Context: an optimization exercise on an open-source flow, tuned for small area, a short achievable clock period and few clock cycles. The choices shown serve that exercise and are no tape-out recipe.
The RTL was checked by simulation tests, not by an equivalence proof against the original design.
Power figures rest on the tool's default switching activity, not on a simulated workload.

[flow/design.v]
module fww_micro_cpu (
    input  wire        clk,
    input  wire        rst,             
    input  wire        start,           
    input  wire [7:0]  start_mpc,
    input  wire        lit_msb_first,   
    output wire        busy,
    output wire        done,
    output wire [15:0] reg_a,
    output wire [15:0] reg_b,
    output wire [15:0] reg_c,
    output wire [15:0] reg_d,
    output wire [15:0] mdr,
    output wire [11:0] mar,
    output wire [7:0]  mpc,
    output wire        cs_req,
    output wire [7:0]  cs_addr,
    input  wire        cs_ack,
    input  wire [21:0] cs_rdata,
    output wire        mem_req,
    output wire        mem_we,
    output wire [11:0] mem_addr,
    output wire [15:0] mem_wdata,
    input  wire        mem_ack,
    input  wire [15:0] mem_rdata
);
    reg        run_r, done_r;
    reg        cs_pend;            
    reg        mem_pend;           
    reg        we_r;               
    reg        wr_after;           
    reg        npc_pend;           
    reg [3:0]  lw;                 
    reg        lw15;               
    reg [15:0] a_r, b_r, c_r, d_r, mdr_r;
    reg [11:0] mar_r;
    reg [7:0]  mpc_r;
    reg        msb_r;
    wire [22:1] cb = cs_rdata;
    wire rd_ack   = mem_ack & ~we_r;
    wire mem_free = ~mem_pend | (mem_ack & (we_r | ~wr_after));
    wire [15:0] mdr_f = rd_ack ? mem_rdata : mdr_r;
    wire exec = run_r & cs_ack & mem_free;
    wire halt = (cs_rdata == 22'd0);
    reg [15:0] v2a;
    always @(*) begin
        v2a = 16'd0;
        if (cb[1]) v2a = a_r;
        if (cb[2]) v2a = b_r;
        if (cb[3]) v2a = c_r;
        if (cb[4]) v2a = d_r;
    end
    wire [15:0] v1a = cb[6] ? mdr_f : {15'd0, cb[5]};
    wire [15:0] sum1 = v2a + (v1a ^ {16{cb[7]}}) + {15'd0, cb[7]};
    wire [15:0] v3a  = cb[8] ? {sum1[14:0], 1'b0} : sum1;
    wire [7:0] lit8 = msb_r ? {cb[15], cb[16], cb[17], cb[18], cb[19], cb[20], cb[21], cb[22]}
                            : {cb[8], cb[7], cb[6], cb[5], cb[4], cb[3], cb[2], cb[1]};
    wire a_zero = (a_r == 16'd0);
    reg [7:0] v1b;
    always @(*) begin
        v1b = 8'd0;
        if (cb[17]) v1b = 8'd1;
        if (cb[18]) v1b = lit8;
        if (cb[19]) v1b = a_zero ? 8'd1 : 8'd2;
        if (cb[20]) v1b = a_r[15] ? 8'd1 : 8'd2;
        if (cb[21]) v1b = {4'd0, mdr_f[15:12]};
    end
    wire [7:0] npc_fast = v1b + (cb[22] ? mpc_r : 8'd0);
    wire late = cb[21] ? (cb[13] | cb[15]) : ((cb[19] | cb[20]) & cb[9]);
    reg [7:0] v1l;
    always @(*) begin
        v1l = a_zero ? 8'd1 : 8'd2;
        if (lw[1]) v1l = a_r[15] ? 8'd1 : 8'd2;
        if (lw[2]) v1l = {4'd0, mdr_f[15:12]};
    end
    wire [7:0] npc_late = v1l + (lw[3] ? mpc_r : 8'd0);
    wire late_go = npc_pend & (~(lw[2] & lw15 & mem_pend & ~we_r) | mem_ack);
    assign busy  = run_r;
    assign done  = done_r;
    assign reg_a = a_r;
    assign reg_b = b_r;
    assign reg_c = c_r;
    assign reg_d = d_r;
    assign mdr   = mdr_r;
    assign mar   = mar_r;
    assign mpc   = mpc_r;
    assign cs_req    = cs_pend;
    assign cs_addr   = mpc_r;
    assign mem_req   = mem_pend;
    assign mem_we    = we_r;
    assign mem_addr  = mar_r;
    assign mem_wdata = mdr_r;
    wire go = start & ~run_r;
    always @(posedge clk) begin
        if (rst) begin
            run_r    <= 1'b0;
            done_r   <= 1'b0;
            cs_pend  <= 1'b0;
            mem_pend <= 1'b0;
            npc_pend <= 1'b0;
        end else if (go) begin
            run_r    <= 1'b1;
            done_r   <= 1'b0;
            cs_pend  <= 1'b1;
            mem_pend <= 1'b0;
            npc_pend <= 1'b0;
        end else if (run_r) begin
            if (mem_ack) begin
                if (~we_r & wr_after) begin
                    we_r     <= 1'b1;
                    wr_after <= 1'b0;
                end else
                    mem_pend <= 1'b0;
            end
            if (exec) begin
                if (halt) begin
                    run_r   <= 1'b0;
                    done_r  <= 1'b1;
                    cs_pend <= 1'b0;
                end else begin
                    if (cb[15] | cb[16]) begin
                        mem_pend <= 1'b1;
                        we_r     <= ~cb[15];
                        wr_after <= cb[15] & cb[16];
                    end
                    cs_pend  <= ~late;
                    npc_pend <= late;
                end
            end else if (late_go) begin
                npc_pend <= 1'b0;
                cs_pend  <= 1'b1;
            end
        end
    end
    always @(posedge clk) begin
        if (go) begin
            a_r   <= 16'd0;
            b_r   <= 16'd0;
            c_r   <= 16'd0;
            d_r   <= 16'd0;
            mdr_r <= 16'd0;
            mar_r <= 12'd0;
            mpc_r <= start_mpc;
            msb_r <= lit_msb_first;
        end else begin
            if (exec & cb[9])  a_r <= v3a;
            if (exec & cb[10]) b_r <= v3a;
            if (exec & cb[11]) c_r <= v3a;
            if (exec & cb[12]) d_r <= v3a;
            if (exec & cb[13]) mdr_r <= v3a;
            else if (rd_ack)   mdr_r <= mem_rdata;
            if (exec & cb[14]) mar_r <= v3a[11:0];
            if (exec & ~halt & ~late) mpc_r <= npc_fast;
            else if (~exec & late_go) mpc_r <= npc_late;
            if (exec) begin
                lw   <= cb[22:19];
                lw15 <= cb[15];
            end
        end
    end
endmodule
[flow/run.sh]
#!/bin/bash
# synth_recipe.tcl (not shown) runs the flow's synth.tcl, then flattens the netlist and writes it again
# the make line also repeats each setting of config.mk as NAME=value (left out here)
make -C /OpenROAD-flow-scripts/flow DESIGN_CONFIG=/design/flow/config.mk WORK_HOME=/design/flow/orfs CLKGATE_MAP_FILE= SYNTH_SCRIPT=/design/flow/synth_recipe.tcl finish
[flow/config.mk]
export PLATFORM = sky130hd
export DESIGN_NAME = fww_micro_cpu
export DESIGN_NICKNAME = fww_micro_cpu
export VERILOG_FILES = /design/flow/design.v
export SDC_FILE = /design/flow/constraint.sdc
export NUM_CORES = 4
export LEC_CHECK = 0
export CAP_MARGIN = 20
export CORE_MARGIN = 2
export CORE_UTILIZATION = 40
export SLEW_MARGIN = 20
[flow/constraint.sdc]
create_clock -name core_clock -period 8.0 [get_ports {clk}]
set_input_delay 1.6000 -clock core_clock [delete_from_list [all_inputs] [get_ports {clk}]]
set_output_delay 1.6000 -clock core_clock [all_outputs]
set_load 0.01 [all_outputs]
==> run notes <==
[cell usage after synthesis, types with 7 or more instances]
cell type  count  area, sq um
ha_1          25        312.8
nor2b_1       11        68.82
buf_4         37        277.8
clkbuf_1      43        161.4
a21oi_1      115        575.6
nor3_1         8        40.04
xnor2_1       25        219.0
nand2_1       95        356.6
a21o_1         9        67.56
xor2_1         7        61.31
buf_2          7        35.03
nand2b_1       8        50.05
and2_1        18        112.6
edfxtp_1      15        450.4
dfxtp_1       97         1942
a211oi_1      20        150.1
mux2i_1       14        140.1
mux2_2        13        146.4
o21ai_1       13        65.06
nand3_1       24        120.1
inv_1         18        67.56
o21ai_0       76        380.4
nor2_1        89        334.1
[flip-flops by register name, indices dropped and copies added (netlist names), 3 cells and up]
register / flops
a_r: 16
b_r: 16
c_r: 16
d_r: 16
mdr_r: 16
mar_r: 12
mpc_r: 8
lw: 3
[through the flow]
stage | hold WS, ns | cells | cell area, sq um | power [mW] | utilization [%]
finish | 0.4855 | 1233 | 9191 | 1.770 | 53.14
global route | 0.5089 | 1233 | 9191 | 1.850 | 53.14
CTS | 0.4876 | 1233 | 9191 | 1.770 | 53.14
detailed placement | 0.4661 | 1217 | 8882 | 1.293 | 51.35
global placement | 0.4683 | 1217 | 8882 | 1.290 | 51.35
floorplan | 0.4564 | 882 | 7094 | 1.042 | -
[worst max path at each step]
stage | slack (ns) | startpoint | endpoint | cells past startpoint
6_report | 2.62 | mem_ack | b_r[13] | 15
3_3_place_gp | 2.38 | mem_ack | b_r[13] | 15
3_5_place_dp | 2.34 | mem_ack | b_r[13] | 15
5_1_grt | 2.42 | mem_ack | mdr_r[14] | 15
4_1_cts | 2.71 | mem_ack | b_r[13] | 15
2_1_floorplan | 3.34 | mem_ack | b_r[14] | 15
[layer usage]
layer / GRT usage [%] / wire length (um) / vias up
met5: 0 / 0 / -
met4: 6.529 / 401 / 0
met3: 4.673 / 1452 / 28
met2: 37.95 / 10560 / 234
met1: 38.93 / 11690 / 3257
li1: - / - / 3324
[kinds of logic after synthesis]
group / count (synthesis) / synth area share [%]
XOR/XNOR: 36 / 4.974
AND/OR/NAND/NOR: 281 / 18.17
buffers and inverters: 111 / 7.954
AO/OA/AOI/OAI: 283 / 24.87
adder cells (fa/ha/maj): 28 / 5.256
multiplexers: 31 / 5.062
flip-flops: 112 / 33.72
[area by class of cell]
| cell class | count | area (sq um) |
|---|---|---|
| Timing Repair Buffer | 202 | 1997 |
| Sequential cell | 112 | 2392 |
| Multi-Input combinational cell | 659 | 4140 |
| Clock inverter | 6 | 70.07 |
| Fill cell | 1686 | 8105 |
| Tap cell | 225 | 281.5 |
| Clock buffer | 10 | 239.0 |
| Inverter | 19 | 71.32 |
[placed cells by master (no fill, tap or decap), drive strengths merged, types with 4 or more instances in the layout]
master	instances
and2	19
a21o	9
or3	4
nor4	6
inv	22
nand2b	8
a31oi	6
edfxtp	15
mux2i	18
a211oi	26
a21oi	115
buf	10
dfxtp	97
ha	25
o211ai	6
o21ai	92
nor2	90
mux2	13
nor2b	11
clkdlybuf4s50	192
nand2	95
nand3	25
nor3	8
o221ai	6
clkbuf	10
xnor2	27
xor2	8
nand4	5
[worst min-delay path, cell delays in order, from the launching register on]
cell and delay [ns]:
dfxtp_1 0.33, nand2_1 0.06, a21oi_1 0.05
[power breakdown]
group          internal (mW)  switching [mW]  total (mW)
sequential             0.621          0.0505       0.672
clock                  0.233           0.249       0.482
combinational          0.276           0.341       0.617
==> qor.csv <==
stage,metric,value,unit
clock_tree,Root Buffer,clkbuf_16,
placed_design,dpl hpwl,17.58,mm
timing,Final setup viols,0,
routing,post-route ant nets,0,
die,# rows,48,
clock_tree,CTS Hold Bufs,0,
yosys,number of synthesized flops with an enable pin,15,
critical_path,Critical Path End Type,flip-flop,
routing,drt wl/cell,19.55,um
critical_path,FF-to-FF End,b_r[13],
critical_path,worst r2r path cells,14,
worst_hold_path,Worst Hold Path EP,mar_r[0],
routing,vias per inst,5.550,
placed_design,Port-buffer cells,192,
grt,Overflow after GRT,0,
routing,Pre-antenna DRT Iters,5,
timing,Slew headroom,31.15,%
die,Core Box Area,17300,sq um
timing,RSZ-0062 raised after global routing,false,
grt,vias in the first global route,6368,
routing,drt initial violations,563,
yosys,net count after synthesis,962,
timing,setup tns final,0,ns
routing,Vias,6843,
placed_design,pre-CTS setup slack,2.337,ns
placed_design,placer congestion estimate,0.8779,
clock_tree,Num CTS Buffers,9,
critical_path,critical path class,in2reg,
yosys,Synth cell types,73,
die,Die ar.,18820,sq um
layout,share of layout cells above drive strength 1,6.944,%
clock_tree,Worst-path clk slew,0.08,ns
yosys,Post-Syn Area,7094,sq um
yosys,yosys warns,1,
critical_path,r2r startpoint,we_r,
clock_tree,H-tree depth,3,
run_status,outcome,no timing/DRC/antenna violations,
clock_tree,Clock Latency Late Sink,0.38,ns
timing,final worst setup slack,2.618,ns
critical_path,worst path required time,8.21,ns
critical_path,Critical Path Source Type,input port,
die,Chip Height,137.2,um
worst_hold_path,hold_sp,mar_r[0],
grt,initial antenna violation count,0,
critical_path,CP top delay family,compound AO/OA/AOI/OAI gates,
yosys,Synth Area per Inst,8.043,sq um
power,Peak VDD IR,0.1205,mV
timing,Final Skew,0.01270,ns
clock_tree,CTS tree,built,
yosys,Post-synth ARST share,0,%
critical_path,CP max FO,17,
critical_path,Crit path buffers/inverters,2,
die,Die Span X,137.2,um
die,Initial Util,41.02,%
critical_path,worst-path cell chain,clkdlybuf4s50_1 -> nor2b_1 -> buf_4 -> mux2i_1 -> nand2b_1 -> xnor2_1 -> ha_1 -> a211oi_1 -> nor2_1 -> o41ai_4 -> a21o_1 -> a31oi_4 -> xor2_2 -> mux2i_2 -> a21oi_1,
timing,Final Hold Violating Endpoints,0,
routing,final WL,24.11,mm
critical_path,Worst EP arrival,5.60,ns
power,PwrDens,192.6,nW/um^2
timing,Fmax achieved,0.1858,GHz
worst_hold_path,hold depth,2,
clock_tree,Post-CTS Setup Bufs,0,
critical_path,critical path's largest stage delay,0.67,ns
layout,final net count,1083,
routing,Remaining DRCs,0,
yosys,Synth Flop Type,dfxtp_1,
yosys,Mapped Cells,882,
power,Leak,3.401,nW
grt,first-pass GRT wire length,36.92,mm
run,max cap viols,0,
grt,gr usage total,25.89,%
layout,antenna fix cells,0,
worst_hold_path,Hold/Removal Path Class,reg2reg,
die,top-level I/O count,193,
clock_tree,Post-CTS Resized,0,
yosys,#FFs+latches synth,112,
critical_path,Reg2Reg Setup Slack,3.97,ns
timing,Worst-Margin Slew,1.033,ns
timing,fin crit period,5.382,ns
timing,Slew Limit Fails,0,
clock_tree,clock buffer depth,2,
grt,largest net degree at the start of global routing,70,
yosys,post-synthesis sequential area ratio,33.72,%
critical_path,"slowest stage cell, crit path",clkdlybuf4s50_1,
clock_tree,clock sinks,112,
timing,period utilisation layout,67.27,%
layout,area grow syn2layout,29.56,%
Testbench counts, summed over its fixed seeds: cycles 44,244.

## afterwards: timing with drivers on the ports
The results above use ideal ports. As a check the final layout listed here was re-extracted and re-timed, cells and wires unchanged.
Step 1 sets driving cells, clkbuf_16 on the clock port and buf_2 on the other inputs (assumed; they add their load-dependent delay and slew).
Step 2 times the ports against the registers' clock, not the clock port: input delays grow and output delays shrink by t, the midpoint of the rising clock arrivals with the driver on.
Three values: ideal ports, drivers, drivers and shift; two values: the first two.
t, ns: 0.414
setup slack, ns: 2.618 / 2.636 / 2.221
latest minus earliest clock arrival (ns): 0.013 / 0.013
worst register clock-pin slew, ns: 0.09 / 0.09
cell pins on the clock port's net: 1
After both steps this run still meets setup and hold. The setup slack of this run moves by +0.018 ns with the drivers and by -0.397 ns with both steps.
